Source: an optimization exercise on an open RTL-to-GDS flow (aim: small area, a short achievable clock period and few clock cycles). Production flows keep margins and buffers that such runs may drop. Only simulation tests tie the RTL to the original design; equivalence was not proved. No activity file was given, so power comes from the tool's default toggle rates.

`design.v`:
```
module bct_encoder (
    input  wire        clk,
    input  wire        rst,
    input  wire        start,
    output wire        ready,
    input  wire [15:0] cfg_len,     
    input  wire [1:0]  cfg_wsel,    
    input  wire        cfg_list,    
    input  wire        cfg_skip,    
    input  wire [5:0]  cfg_bw,      
    input  wire [15:0] cfg_mcl,     
    output reg         done,
    output reg         rd_req,
    output reg  [15:0] rd_idx,
    input  wire        rd_valid,
    input  wire [31:0] rd_data,
    output wire        out_valid,
    output wire [7:0]  out_data,
    input  wire        out_ready
);
    localparam K = 5;               
    localparam S_IDLE  = 4'd0;
    localparam S_RDL   = 4'd1;      
    localparam S_RDF   = 4'd2;      
    localparam S_NODE  = 4'd3;
    localparam S_SRCH  = 4'd4;
    localparam S_EMIT  = 4'd5;
    localparam S_LITW  = 4'd6;
    localparam S_LITP  = 4'd7;
    localparam S_LITL  = 4'd8;
    localparam S_RECD  = 4'd9;
    localparam S_CLOSE = 4'd10;
    localparam S_RECP  = 4'd11;     
    localparam S_SKIP  = 4'd12;     
    reg [3:0]  state;
    reg        list_r;
    reg        skip_r;
    reg [15:0] mcl_r;
    reg [5:0]  ebw_r;
    reg [15:0] f, e, l;
    reg [5:0]  b;
    reg [31:0] lowmask;             
    reg [31:0] F, L;
    reg [15:0] lo, hi;
    reg        rec;                 
    reg        issued;              
    reg        fk;                  
    reg [31:0] pend;                
    reg [15:0] stk [0:K-1];
    reg [2:0]  scnt;
    reg [31:0] acc;
    reg [5:0]  cnt;
    reg        closing;
    reg        pv;                  
    reg [15:0] pval;
    reg        half;                
    reg [5:0]  pn;
    integer j;
    function [4:0] msb16;           
        input [15:0] v;
        integer k;
        begin
            msb16 = 5'd0;
            for (k = 0; k < 16; k = k + 1)
                if (v[k]) msb16 = k[4:0];
        end
    endfunction
    function [31:0] tmask;          
        input [5:0] n;
        integer k;
        begin
            for (k = 0; k < 32; k = k + 1)
                tmask[k] = (n > k);
        end
    endfunction
    reg  [5:0]  cw;                 
    wire        room  = (cw <= 6'd16);
    wire [31:0] bsel  = lowmask ^ {1'b0, lowmask[31:1]};    
    wire [31:0] bsel2 = {1'b0, bsel[31:1]};                 
    wire        bitF  = |(F & bsel);
    wire        bitL  = |(L & bsel);
    wire        bitF2 = |(F & bsel2);
    wire        bitL2 = |(L & bsel2);
    wire        setsk = skip_r && !list_r;
    wire [4:0]  nb    = (l == 16'd0) ? 5'd0 : msb16(l) + 5'd1;    
    wire        lit_f = (l <= mcl_r);
    wire        full  = setsk && (bsel[31:15] == 17'd0) && (l == {bsel[14:0], 1'b0});
    wire        full2 = setsk && (bsel[31:16] == 16'd0) && (l == bsel[15:0]);
    wire        os1   = bitF || !bitL;                      
    wire        two   = os1 && (bitF2 || !bitL2) && !full2 && (b >= 6'd2) && (l[15:4] == 12'd0);
    wire        b_one = (b == 6'd1);
    wire        b_two = (b == 6'd2);
    wire [3:0]  z1    = bitF  ? 4'd0 : l[3:0];
    wire [3:0]  z2    = bitF2 ? 4'd0 : l[3:0];
    wire [7:0]  zz    = {4'd0, z1} | ({4'd0, z2} << nb[2:0]);
    wire        wide   = (b > 6'd16);
    wire        lit_go = room && (!wide || half);
    wire        node_sp2 = (state == S_NODE) && !full && !lit_f && !os1 && (l == 16'd2);
    wire        emit_now = room && (node_sp2 || (state == S_EMIT));
    wire [15:0] fp1      = f + 16'd1;
    wire [15:0] s_emit   = (state == S_NODE) ? fp1 : lo;
    wire [16:0] sum1  = {1'b0, lo} + {1'b0, rd_idx};
    wire [15:0] idxp1 = rd_idx + 16'd1;
    wire [17:0] sum0w = {1'b0, rd_idx, 1'b1} + {1'b0, hi, 1'b1};    
    wire [16:0] sum0  = sum0w[17:1];
    wire        cont1 = (lo != rd_idx);
    wire        cont0 = (idxp1 != hi);
    wire        pbit  = |(rd_data & bsel);
    wire        pmatch = ~|((F ^ L) & tmask(ebw_r) & ~lowmask);
    wire        pred  = pbit;
    wire [16:0] fe    = {1'b0, f} + {1'b0, e};
    wire        lit_more = (lo != hi);      
    reg  [4:0]  lv;
    always @(*) begin
        lv = 5'd0;
        for (j = 31; j >= 1; j = j - 1)
            if (pend[j]) lv = j[4:0];
    end
    reg do_pop;
    always @(*) begin
        do_pop = 1'b0;
        case (state)
            S_SKIP: do_pop = 1'b1;
            S_NODE: begin
                if (full)
                    do_pop = 1'b1;
                else if (lit_f)
                    do_pop = lit_go && (l == 16'd1);
                else if (os1)
                    do_pop = room && (b_one || (two && b_two));
                else
                    do_pop = node_sp2 && room && b_one;
            end
            S_EMIT: do_pop = room && b_one;
            S_LITL: do_pop = lit_go;
            default: ;
        endcase
    end
    reg        put_en;
    reg [15:0] put_val;
    reg [5:0]  put_n;
    wire [31:0] lit_v  = ((state == S_LITL) ? L : F) & lowmask;
    wire [15:0] lit_fv = half ? lit_v[31:16] : lit_v[15:0];
    wire [5:0]  lit_fn = wide ? (half ? b - 6'd16 : 6'd16) : b;
    always @(*) begin
        put_en  = 1'b0;
        put_val = 16'd0;
        put_n   = 6'd0;
        case (state)
            S_NODE: begin
                if (full) begin
                end else if (lit_f) begin
                    put_en  = room;
                    put_val = lit_fv;
                    put_n   = lit_fn;
                end else if (os1) begin
                    put_en  = room;
                    put_val = two ? {8'd0, zz} : (bitF ? 16'd0 : l);
                    put_n   = two ? {nb, 1'b0} : {1'b0, nb};
                end else begin
                    put_en  = node_sp2 && room;
                    put_val = 16'd1;
                    put_n   = {1'b0, nb};
                end
            end
            S_EMIT: begin
                put_en  = room;
                put_val = lo - f;
                put_n   = {1'b0, nb};
            end
            S_LITP, S_LITL: begin
                put_en  = room;
                put_val = lit_fv;
                put_n   = lit_fn;
            end
            default: ;
        endcase
    end
    assign out_valid = (cnt >= 6'd8) || (closing && !pv && cnt != 6'd0);
    assign out_data  = acc[7:0];
    assign ready     = (state == S_IDLE);
    wire        drain  = out_valid && out_ready;
    wire [31:0] merged = acc | ({16'd0, pval} << cnt[4:0]);
    wire [5:0]  cnt_p  = cw;
    wire [5:0]  cnt_d  = drain ? ((cw >= 6'd8) ? cw - 6'd8 : 6'd0) : cw;
    wire [5:0]  cfg_w   = 6'd8 << cfg_wsel;
    wire [31:0] hdr_val = cfg_list ? {16'd0, cfg_len}
                                   : ({16'd0, cfg_len - 16'd1} & tmask(cfg_w));
    wire [5:0]  hdr_n   = cfg_list ? 6'd57 : cfg_w;
    always @(posedge clk) begin
        if (rst) begin
            pv      <= 1'b0;
        end else begin
            pv      <= put_en;
        end
        pval <= put_val;
        pn   <= put_n;
        if (rst) begin
            cnt     <= 6'd0;
            cw      <= 6'd0;
            closing <= 1'b0;
        end else if (state == S_IDLE) begin
            acc     <= start ? hdr_val : 32'd0;
            cnt     <= start ? hdr_n : 6'd0;
            cw      <= start ? hdr_n : 6'd0;
            closing <= start && (cfg_len == 16'd0);
        end else begin
            if (do_pop && pend == 32'd0) closing <= 1'b1;
            cw <= cnt_d + (put_en ? put_n : 6'd0);
            if (drain) begin
                acc <= pv ? (merged >> 8) : (acc >> 8);
                cnt <= (cnt_p >= 6'd8) ? cnt_p - 6'd8 : 6'd0;
            end else begin
                if (pv) acc <= merged;
                cnt <= cnt_p;
            end
        end
    end
    reg         l_we;
    reg  [15:0] l_new;
    always @(*) begin
        l_we  = 1'b0;
        l_new = e - lo;
        if (state == S_IDLE) begin
            l_we  = start;
            l_new = cfg_len;
        end else if (node_sp2) begin
            l_we  = emit_now;
            l_new = 16'd1;
        end else if (emit_now || state == S_RECD) begin
            l_we  = 1'b1;
        end
    end
    always @(posedge clk) begin
        if (rst) begin
            state  <= S_IDLE;
            done   <= 1'b0;
            rd_req <= 1'b0;
            pend   <= 32'd0;
            scnt   <= 3'd0;
        end else begin
            done <= 1'b0;
            if (((state == S_NODE && !full && lit_f) || state == S_LITP || state == S_LITL)
                && room && wide)
                half <= !half;
            if (l_we) l <= l_new;
            case (state)
                S_IDLE: begin
                    if (start) begin
                        list_r  <= cfg_list;
                        half    <= 1'b0;
                        skip_r  <= cfg_skip;
                        mcl_r   <= cfg_mcl;
                        ebw_r   <= (cfg_bw == 6'd0) ? cfg_w : cfg_bw;
                        b       <= (cfg_bw == 6'd0) ? cfg_w : cfg_bw;
                        lowmask <= tmask((cfg_bw == 6'd0) ? cfg_w : cfg_bw);
                        f       <= 16'd0;
                        e       <= cfg_len;
                        rd_idx  <= 16'd0;
                        fk      <= 1'b1;
                        rd_req  <= (cfg_len != 16'd0);
                        rec     <= 1'b0;
                        pend    <= 32'd0;
                        scnt    <= 3'd0;
                        state   <= (cfg_len == 16'd0) ? S_CLOSE : S_RDF;
                    end
                end
                S_RDL: begin
                    if (rd_valid) begin
                        L <= rd_data;
                        if (rec) begin
                            lo <= 16'd0;
                            if (e == 16'd1) begin
                                rd_req <= 1'b0;
                                state  <= S_RECD;
                            end else begin
                                hi     <= e - 16'd1;
                                rd_idx <= (e - 16'd1) >> 1;
                                state  <= S_SRCH;
                            end
                        end else if (full) begin
                            rd_req <= 1'b0;
                            state  <= S_SKIP;
                        end else if (fk) begin
                            fk     <= 1'b0;
                            rd_req <= 1'b0;
                            state  <= S_NODE;
                        end else if (l == 16'd1) begin
                            F      <= rd_data;
                            rd_req <= 1'b0;
                            state  <= S_NODE;
                        end else begin
                            rd_idx <= f;
                            state  <= S_RDF;
                        end
                    end
                end
                S_RDF: begin
                    if (rd_valid) begin
                        F <= rd_data;
                        if (fk && l != 16'd1) begin
                            rd_idx <= e - 16'd1;
                            state  <= S_RDL;
                        end else begin
                            if (fk) L <= rd_data;
                            fk     <= 1'b0;
                            rd_req <= 1'b0;
                            state  <= S_NODE;
                        end
                    end
                end
                S_NODE: begin
                    if (full) begin
                    end else if (lit_f) begin
                        if (lit_go) begin
                            lo <= fp1;
                            hi <= e - 16'd2;
                            if (l == 16'd2) begin
                                state <= S_LITL;
                            end else if (l != 16'd1) begin
                                rd_idx <= fp1;
                                rd_req <= 1'b1;
                                state  <= S_LITW;
                            end
                        end
                    end else if (os1) begin
                        if (room) begin
                            if (two) begin
                                b       <= b - 6'd2;
                                lowmask <= {2'b00, lowmask[31:2]};
                            end else begin
                                b       <= b - 6'd1;
                                lowmask <= {1'b0, lowmask[31:1]};
                            end
                        end
                    end else if (l != 16'd2) begin
                        lo     <= fp1;
                        hi     <= e - 16'd1;
                        F      <= L;
                        rd_idx <= fe[16:1];
                        rd_req <= 1'b1;
                        state  <= S_SRCH;
                    end
                end
                S_SRCH: begin
                    if (rd_valid && rec) begin
                        F      <= rd_data;
                        rd_req <= 1'b0;
                        state  <= S_RECP;
                    end else if (rd_valid) begin
                        if (pred) begin
                            hi <= rd_idx;
                            F  <= rd_data;
                            if (cont1) begin
                                rd_idx <= sum1[16:1];
                            end else begin
                                rd_req <= 1'b0;
                                state  <= rec ? S_RECD : S_EMIT;
                            end
                        end else begin
                            lo <= idxp1;
                            if (cont0) begin
                                rd_idx <= sum0[16:1];
                            end else begin
                                rd_req <= 1'b0;
                                state  <= rec ? S_RECD : S_EMIT;
                            end
                        end
                    end
                end
                S_LITW: begin
                    if (rd_valid) begin
                        F <= rd_data;
                        if (room && lit_more && !wide) begin
                            lo     <= idxp1;
                            rd_idx <= idxp1;
                            issued <= 1'b1;
                        end else begin
                            rd_req <= 1'b0;
                            issued <= 1'b0;
                        end
                        state <= S_LITP;
                    end
                end
                S_LITP: begin
                    if (lit_go) begin
                        if (issued) begin
                            state <= S_LITW;
                        end else if (lit_more) begin
                            lo     <= idxp1;
                            rd_idx <= idxp1;
                            rd_req <= 1'b1;
                            state  <= S_LITW;
                        end else begin
                            state <= S_LITL;
                        end
                    end
                end
                S_RECP: begin
                    if (pmatch) begin
                        hi <= rd_idx;
                        if (cont1) begin
                            rd_idx <= sum1[16:1];
                            rd_req <= 1'b1;
                            state  <= S_SRCH;
                        end else begin
                            state  <= S_RECD;
                        end
                    end else begin
                        lo <= idxp1;
                        if (cont0) begin
                            rd_idx <= sum0[16:1];
                            rd_req <= 1'b1;
                            state  <= S_SRCH;
                        end else begin
                            state  <= S_RECD;
                        end
                    end
                end
                S_RECD: begin
                    f      <= lo;
                    rec    <= 1'b0;
                    rd_idx <= lo;
                    rd_req <= 1'b1;
                    state  <= S_RDF;
                end
                S_EMIT, S_LITL, S_SKIP: ;
                S_CLOSE: begin
                    if (!pv && (cnt == 6'd0 || (drain && cnt <= 6'd8))) begin
                        done  <= 1'b1;
                        state <= S_IDLE;
                    end
                end
                default: state <= S_IDLE;
            endcase
            if (emit_now && !b_one) begin
                pend[b - 6'd1] <= 1'b1;
                stk[0] <= f;
                for (j = 1; j < K; j = j + 1)
                    stk[j] <= stk[j-1];
                if (scnt != K) scnt <= scnt + 3'd1;
                f       <= s_emit;
                b       <= b - 6'd1;
                lowmask <= {1'b0, lowmask[31:1]};
                if (state == S_NODE) F <= L;
                state   <= S_NODE;
            end
            if (do_pop) begin
                if (pend == 32'd0) begin
                    state <= S_CLOSE;
                end else begin
                    pend[lv] <= 1'b0;
                    e        <= f;
                    b        <= {1'b0, lv};
                    lowmask  <= tmask({1'b0, lv});
                    rd_idx   <= f - 16'd1;
                    rd_req   <= 1'b1;
                    if (scnt != 3'd0) begin
                        f    <= stk[0];
                        l    <= f - stk[0];
                        for (j = 0; j < K - 1; j = j + 1)
                            stk[j] <= stk[j+1];
                        scnt <= scnt - 3'd1;
                        rec  <= 1'b0;
                    end else begin
                        rec  <= 1'b1;
                    end
                    state <= S_RDL;
                end
            end
        end
    end
endmodule
```
`run.sh`:
```
#!/bin/bash
# synth_recipe.tcl (not shown) runs the flow's synth.tcl, then flattens the netlist and writes it again
# the make line also repeats each setting of config.mk as NAME=value (left out here)
make -C /OpenROAD-flow-scripts/flow DESIGN_CONFIG=/design/flow/config.mk WORK_HOME=/design/flow/orfs CLKGATE_MAP_FILE= SYNTH_SCRIPT=/design/flow/synth_recipe.tcl finish
```
`config.mk`:
```
export PLATFORM = sky130hd
export DESIGN_NAME = bct_encoder
export DESIGN_NICKNAME = bct_encoder
export VERILOG_FILES = /design/flow/design.v
export SDC_FILE = /design/flow/constraint.sdc
export NUM_CORES = 4
export LEC_CHECK = 0
export CAP_MARGIN = 20
export CORE_MARGIN = 2
export CORE_UTILIZATION = 55
export PLACE_DENSITY = 0.65
export SETUP_SLACK_MARGIN = 3.7
export SLEW_MARGIN = 20
```
`constraint.sdc`:
```
create_clock -name core_clock -period 8.0 [get_ports {clk}]
set_input_delay 1.6000 -clock core_clock [delete_from_list [all_inputs] [get_ports {clk}]]
set_output_delay 1.6000 -clock core_clock [all_outputs]
set_load 0.01 [all_outputs]
```
==> results of run 1 <==
==> worst register-to-register path: cells and delay by family, from the launching register on <==
kind                       cells  cell delay (ns)
AOI/OAI and AO/OA              9             1.54
and+or+nand+nor                4             0.84
DFF                            1             0.68
adders and majority gates      2             0.67
buffers and inverters          2             0.37
xor gates and xnor gates       2             0.34
==> through the flow <==
step | total power [µW] | instances | util | hold WS (ns) | setup WS, ns
floorplan | 8531 | 4608 | - | 0.4506 | 3.701
global placement | 11030 | 5288 | 0.5747 | 0.4590 | 2.245
detailed placement | 11050 | 5289 | 0.5748 | 0.4626 | 2.084
CTS | 14030 | 5512 | 0.6267 | 0.4733 | 3.591
global route | 15270 | 5587 | 0.6443 | 0.4921 | 3.319
finish | 14840 | 5588 | 0.6443 | 0.4738 | 3.425
==> registers in the layout (all words and copies together) (netlist names), 32 cells and up <==
signal / flops
L: 32
pend: 32
acc: 32
stk: 80
F: 32
lowmask: 32
==> power breakdown <==
part / internal (µW) / total [µW] / switching (µW)
logic: 3190 / 8540 / 5350
registers: 2960 / 3850 / 887
clock network: 1400 / 2450 / 1040
total: 7560 / 14800 / 7280
==> cell usage after synthesis, types with 90 or more instances <==
| cell | instances |
|---|---|
| ha_1 | 147 |
| xor2_1 | 128 |
| o21ai_0 | 248 |
| nor3_1 | 134 |
| a31oi_1 | 151 |
| edfxtp_1 | 338 |
| a22oi_1 | 118 |
| nand3_1 | 90 |
| a21oi_1 | 333 |
| nand2_1 | 521 |
| xnor2_1 | 144 |
| nor2_1 | 449 |
| clkbuf_1 | 285 |
| inv_1 | 171 |
| mux2i_1 | 90 |
==> cell type report <==
cell class	count	area [µm²]
Antenna cell	2	5.005
Clock buffer	69	1414
Clock inverter	25	287.8
Fill cell	5863	23850
Inverter	176	679.4
Multi-Input combinational cell	3651	24470
Sequential cell	409	11570
Tap cell	873	1092
Timing Repair Buffer	383	3670
==> how the worst max path moves through the flow <==
stage                           from                   end  slack, ns  cells after the start
2_1_floorplan  lowmask[23]$_DFFE_PN_      cw[5]$_SDFF_PP0_       3.70                     19
3_3_place_gp             rd_data[20]  rd_idx[14]$_DFFE_PN_       2.25                     12
3_5_place_dp             rd_data[20]       F[10]$_DFFE_PN_       2.08                     12
4_1_cts              l[10]$_DFFE_PN_      cw[5]$_SDFF_PP0_       3.59                     18
5_1_grt              l[10]$_DFFE_PN_      cw[5]$_SDFF_PP0_       3.32                     19
6_report              l[3]$_DFFE_PN_      cw[5]$_SDFF_PP0_       3.43                     19
==> logic make-up (layout without fill, tap and decap cells) <==
logic type,Yosys count,count (layout)
adder cells (fa/ha/maj),154,154
flip-flops,409,409
buffers and inverters,557,653
multiplexers,111,111
XOR/XNOR,283,283
AND/OR/NAND/NOR,1556,1559
AO/OA/AOI/OAI,1538,1544
other,0,2
==> routing by layer <==
metal | GRT usage | part of all wire | vias up
met4 | 0.2201 | 0.064 | 8
met5 | 0 | 0.00025 | -
met1 | 0.6274 | 0.37 | 19240
met3 | 0.1573 | 0.16 | 878
met2 | 0.6651 | 0.40 | 3789
li1 | - | - | 17500
==> timing repair <==
item,4_1_cts,5_1_grt
endpoints found under the hold margin,0,0
hold buffers,0,0
endpoints found under the setup margin,299,288
setup buffers,117,65
cloned,12,8
pin swaps,36,63
gates resized for setup,145,125
==> flow_summary.yaml, run 1 <==
outcome:
  status: "timing/DRC/antenna clean"
detailed_routing:
  vias_per_cell: 7.411
  drt_wl_total_um: 171200
  route.antenna.remaining_nets: 0
  drc: 0
  drtIter0Drc: 7939
  dr.pass1.iters: 11
  drt-wirelength-per-cell_um: 30.63
  vias: 41410
clocking:
  clk_pin_slew_ns: 0.06
  numCtsBuffers: 50
  clkLatencyLatePin_ns: 0.64
  cts-root-buf: "clkbuf_16"
  cts_tree: "built"
  cts_buffer_depth: 3
  htree_levels: 2
  clock_sinks: 409
job:
  maxCapViolCount: 0
floorplanning:
  dieArea_mm2: 0.06964
  num_io_pins: 107
  chipHeight_um: 263.9
  core_mm2: 0.06704
  start_util: 0.5541
  fp.dieW_um: 263.9
  row_count: 95
setup_path:
  startpoint_type: "flop"
  end_kind: "flop"
  worstPathArrival_ns: 5.07
  slowest_delay_ns: 0.68
  reg2reg_to: "cw[5]$_SDFF_PP0_"
  path_buf_inv: 2
  cp_slowest_cell: "edfxtp_1"
  cp_top_family: "compound AO/OA/AOI/OAI gates"
  r2r_cells: 19
  worstSetupPathType: "flop to flop"
  ff2ff_setup_slack_ns: 3.43
  path_max_fanout: 8
  path_cells: "ha_1 > nand4_1 > nor2_1 > a21oi_2 > o31ai_4 > buf_12 > buf_4 > or4_4 > nand2_1 > a31o_4 > a21oi_1 > ha_1 > a21o_1 > a21oi_2 > o21bai_1 > a21oi_1 > xor2_1 > xnor2_1 > o22ai_1"
  crit_required_ns: 8.50
  crit-reg2reg-launch: "l[3]$_DFFE_PN_"
placement:
  place_area_mm2: 0.03853
  io_buffers: 106
  gp_routability_congestion: 1.092
  hpwl_um: 114200
logic_synthesis:
  synthCells: 4608
  avgSynthCellArea_um2: 8.061
  synth_compound_area_frac: 0.2783
  ys.flop_type: "edfxtp_1"
  seq_area_frac_synth: 0.3115
  synth_top_area_cell: "edfxtp_1"
  ys_types: 103
  syn_nets: 4841
  netlist_area_mm2: 0.03715
  synth-edff-count: 338
  synthXorXnorAreaFrac: 0.07080
  synthMuxAreaShare: 0.03153
  synth_seq_cells: 409
  synth_area_leaders: "edfxtp_1 (27%), nand2_1 (5.3%), ha_1 (5.0%), nor2_1 (4.5%), a21oi_1 (4.5%)"
  synth_top_family_by_area: "compound AO/OA/AOI/OAI gates"
  ys.warnings.count: 2
  synthAdderAreaFrac: 0.05329
  synth_simple_gate_area_frac: 0.1946
  synth_async_sr_flop_share: 0
  synth.top_cell.area_share: 0.2732
global_route:
  grt-ovfl-total: 0
  antenna_found_initial: 8
  grt_pass1_vias: 37050
  grt_pass1_wl_um: 245500
  track_usage: 0.4643
  grt_max_degree: 74
timing:
  fmax_mhz: 218.6
  setup_viol: 0
  worst_pin_slew_ns: 1.016
  finalHoldViolCount: 0
  fin_tns_setup_ns: 0
  finalCriticalPeriod_ns: 4.575
  rsz0062_at_grt: "true"
  fin_crit_sh: 0.5718
  final-max-slew-violation-count: 0
  fin_skew_ns: 0.02377
  slew_headroom: 0.3226
layout:
  final_common_cell: "nand2_1"
  syn2layout_area_growth_pct: 16.28
  mostFrequentLayoutCells: "nand2_1 (508), nor2_1 (427), edfxtp_1 (338), a21oi_1 (322), o21ai_0 (245)"
  drive_above_1_share: 0.1296
  nets: 4904
  design_area_mm2: 0.04319
power:
  peakVddDrop_mv: 0.2251
  p_per_area_mw_per_mm2: 343.5
  p_leak_uw: 0.01604
hold_path:
  holdPathStages: 0
  hp-class: "flop to flop"
  min_to: "stk[4][3]$_DFFE_PP_"
  holdCritStartpoint: "stk[3][3]$_DFFE_PN_"
Testbench counts, summed over its fixed seeds: cycles 135,851.
==> run 2, diff against run 1 <==
--- a/config.mk
+++ b/config.mk
@@ -9,5 +9,5 @@
 export CORE_MARGIN = 2
-export CORE_UTILIZATION = 55
-export PLACE_DENSITY = 0.65
-export SETUP_SLACK_MARGIN = 3.7
+export CORE_UTILIZATION = 45
+export PLACE_DENSITY = 0.55
+export SETUP_SLACK_MARGIN = 3.6
 export SLEW_MARGIN = 20
==> run 2 against run 1 <==
Effect of this change:
- sequential share of layout area up 0.39 points
- routed wire length rose by 2.5%
- hold slack improved by 0.0021 ns
- die area rose by 22%
- sequential power is 2% lower
- synthesized area unchanged
- via count is 3.9% lower
- cell count rose by 2.6%
- global-route usage decreased by 7.0 points
- critical path type unchanged
- combinational power down 0.9%
==> flow_summary.yaml, run 2 <==
layout:
  final_common_cell: "nand2_1"
  top_register: "stk"
  mostFrequentLayoutCells: "nand2_1 (516), nor2_1 (429), edfxtp_1 (338), a21oi_1 (322), o21ai_0 (245)"
  largest_reg_flops: 80
  fillers: 7913
  drive_above_1_share: 0.1118
  syn2layout_area_growth_pct: 14.57
  regArea_mm2: 0.01157
  nets: 4852
  multiInputGateArea_mm2: 0.02417
  stdcell_count: 5731
setup_path:
  cp_slowest_cell: "or4_4"
  r2r_cells: 18
  critPathLaunch: "lowmask[26]$_DFFE_PN_"
  path_max_fanout: 8
  path_cells: "buf_6 > or4_4 > a2111oi_4 > nand4_1 > or4_4 > a21boi_4 > nand2_4 > mux2_4 > o21ai_2 > a21oi_2 > nor2_2 > ha_1 > a21oi_2 > o21bai_1 > a21oi_2 > xor2_1 > xnor2_1 > o22ai_1"
  ff2ff_setup_slack_ns: 3.53
  worstSetupPathType: "flop to flop"
  slowest_delay_ns: 0.62
  crit_required_ns: 8.49
  end_kind: "flop"
  worstPathArrival_ns: 4.96
  startpoint_type: "flop"
  reg2reg_to: "cw[5]$_SDFF_PP0_"
  crit-reg2reg-launch: "lowmask[26]$_DFFE_PN_"
  crit_top_cell: "a21oi_2"
  crit_path_end: "cw[5]$_SDFF_PP0_"
global_route:
  grt_pass1_vias: 36130
  grt_pass1_wl_um: 251800
  track_usage: 0.3942
  antenna_found_initial: 4
  grt-ovfl-total: 0
  grt_max_degree: 122
clocking:
  clk_pin_slew_ns: 0.06
  clock_sinks: 409
  clkLatencyLatePin_ns: 0.64
  holdBufCountCts: 0
  htree_levels: 2
  numCtsBuffers: 51
  cts-root-buf: "clkbuf_16"
  cts_buffer_depth: 3
  cts_tree: "built"
timing:
  final-max-slew-violation-count: 0
  fin_crit_sh: 0.5593
  finalCriticalPeriod_ns: 4.474
  fin_skew_ns: 0.03177
  setup_viol: 0
  rsz0062_at_grt: "true"
  fmax_mhz: 223.5
  fin_tns_setup_ns: 0
  slew_headroom: 0.1860
  finalHoldViolCount: 0
  worst_pin_slew_ns: 1.210
logic_synthesis:
  yosys-top-cells-count: "nand2_1 (521), nor2_1 (449), edfxtp_1 (338), a21oi_1 (333), clkbuf_1 (285)"
  synth_async_sr_flop_share: 0
  synth_area_leaders: "edfxtp_1 (27%), nand2_1 (5.3%), ha_1 (5.0%), nor2_1 (4.5%), a21oi_1 (4.5%)"
  netlist_area_mm2: 0.03715
  ys.flop_type: "edfxtp_1"
  ys.warnings.count: 2
  seq_area_frac_synth: 0.3115
  syn_nets: 4841
  synth.most_common_cell: "nand2_1"
  ys_types: 103
  synth.top_cell.area_share: 0.2732
  synth_top_area_cell: "edfxtp_1"
  avgSynthCellArea_um2: 8.061
  synth_seq_cells: 409
  synthCells: 4608
  synth-edff-count: 338
floorplanning:
  core_mm2: 0.08185
  num_io_pins: 107
  row_count: 105
  start_util: 0.4539
  fp.dieW_um: 291.3
  chipHeight_um: 291.3
  dieArea_mm2: 0.08486
detailed_routing:
  drt-wirelength-per-cell_um: 30.62
  vias: 39820
  drtIter0Drc: 5993
  vias_per_cell: 6.947
  route.antenna.remaining_nets: 0
  drc: 0
  dr.pass1.iters: 7
  drt_wl_total_um: 175500
hold_path:
  hp-class: "flop to flop"
power:
  p_leak_uw: 0.01571
  p_per_area_mw_per_mm2: 344.5
  peakVddDrop_mv: 0.2223
outcome:
  status: "timing/DRC/antenna clean"
placement:
  hpwl_um: 121100
  dpl.cell_count: 5500
  io_buffers: 106
  gp_routability_congestion: 1.064
job:
  maxCapViolCount: 0
==> run 2: changes by cell type in the layout (fill, tap and decap cells not counted), sizes merged, moves of 2 or more <==
| cell | before | now |
|---|---|---|
| clkdlybuf4s50 | 91 | 95 |
| clkbuf | 77 | 70 |
| inv | 175 | 177 |
| buf | 271 | 228 |
| bufbuf | 0 | 2 |
| clkinvlp | 5 | 2 |
| bufinv | 5 | 3 |
| dlymetal6s2s | 7 | 10 |
| a21o | 33 | 30 |
| clkinv | 16 | 18 |
| dlygate4sd2 | 6 | 0 |
==> run 2: per-layer routing <==
layer	global-route usage	share of wire	vias to the layer above
li1	-	-	17360
met1	0.5343	0.40	19040
met2	0.5743	0.41	2751
met3	0.09804	0.12	659
met4	0.2140	0.068	6
met5	0	0.00026	-
==> run 2: area by class of cell <==
| class | count | share of cell area |
|---|---|---|
| multi-input cells | 3645 | 0.5680 |
| flip-flops and latches | 409 | 0.2719 |
| repair buffers | 336 | 0.07326 |
| clock buffers | 69 | 0.03419 |
| well taps | 1070 | 0.03146 |
| inverters | 176 | 0.01579 |
| clock inverters | 24 | 0.005292 |
| diodes | 2 | 0.0001176 |
==> run 2: worst min path at each step <==
stage	start	to	cells past startpoint	slack, ns
after floorplan	stk[3][0]$_DFFE_PN_	stk[4][0]$_DFFE_PP_	0	0.45
after global placement	stk[3][0]$_DFFE_PN_	stk[4][0]$_DFFE_PP_	0	0.46
after detailed placement	stk[3][3]$_DFFE_PN_	stk[4][3]$_DFFE_PP_	0	0.46
after CTS	stk[3][3]$_DFFE_PN_	stk[4][3]$_DFFE_PP_	0	0.48
after global routing	stk[3][5]$_DFFE_PN_	stk[4][5]$_DFFE_PP_	0	0.48
final	stk[3][4]$_DFFE_PN_	stk[4][4]$_DFFE_PP_	0	0.48
==> run 2: logic make-up (layout without fill, tap and decap cells) <==
group           after synthesis  after routing  synth area share
simple gates               1556           1558            0.1946
compound gates             1538           1539            0.2783
buf+inv                     557            605           0.06002
flops                       409            409            0.3115
xor+xnor                    283            283           0.07080
fa+ha+maj                   154            154           0.05329
mux                         111            111           0.03153
other cells                   0              2                 0
==> run 2: per-stage QoR <==
step | power [µW] | utilization | setup slack, ns | cell area, µm² | hold WS [ns]
global route | 15230 | 0.5199 | 3.406 | 42550 | 0.4821
finish | 14660 | 0.5200 | 3.526 | 42560 | 0.4759
floorplan | 8530 | - | 3.600 | 37200 | 0.4506
detailed placement | 11280 | 0.4752 | 2.183 | 38900 | 0.4620
global placement | 11300 | 0.4752 | 2.266 | 38890 | 0.4573
CTS | 14050 | 0.5089 | 3.414 | 41650 | 0.4762
==> run 2: what timing repair did <==
action / 4_1_cts / 5_1_grt
setup buffers: 87 / 43
pin swaps: 12 / 29
resized for setup: 62 / 113
setup endpoints to repair: 294 / 272
gates cloned: 3 / 3
==> run 2: critical path, delay by kind of cell, from the launching register on <==
family | cells | cell delay (ns)
adders and majority gates | 1 | 0.27
AOI/OAI and AO/OA | 8 | 1.19
xor gates and xnor gates | 2 | 0.33
muxes | 1 | 0.31
DFF | 1 | 0.37
buffers and inverters | 1 | 0.15
and+or+nand+nor | 5 | 1.70
==> run 2: power by group <==
part / total (µW) / switching, µW / leakage (µW) / internal, µW
Combinational: 8460 / 5350 / 0.0110 / 3110
Sequential: 3790 / 829 / 0.00382 / 2960
Clock: 2410 / 1040 / 0.000840 / 1370

[re-timing with driven ports]
In the flow no input, the clock included, has a driving cell. The finished layouts below were timed again as built, in two steps. Step 1: set_driving_cell puts a clkbuf_16 on clk and a buf_2 on each other input, an assumption about the parent block. Step 2 moves the port delays by t, midway between the first and last clock arrival at a register: inputs arrive t later, outputs are due t later. That takes back most of the time a late clock gives input paths. Slacks: ideal ports / drivers / drivers and shift; pairs: ideal ports / drivers.
run | t, ns | slack for setup (ns) | clock arrival spread, ns
run 1 | 0.695 | 3.425 / 3.425 / 3.014 | 0.024 / 0.023
run 2 | 0.695 | 3.526 / 3.526 / 2.957 | 0.031 / 0.032
After both steps setup and hold are still met in every run listed. The setup slack of run 2, which loses most, moves by 0.000 ns with the drivers and by -0.569 ns with both steps.
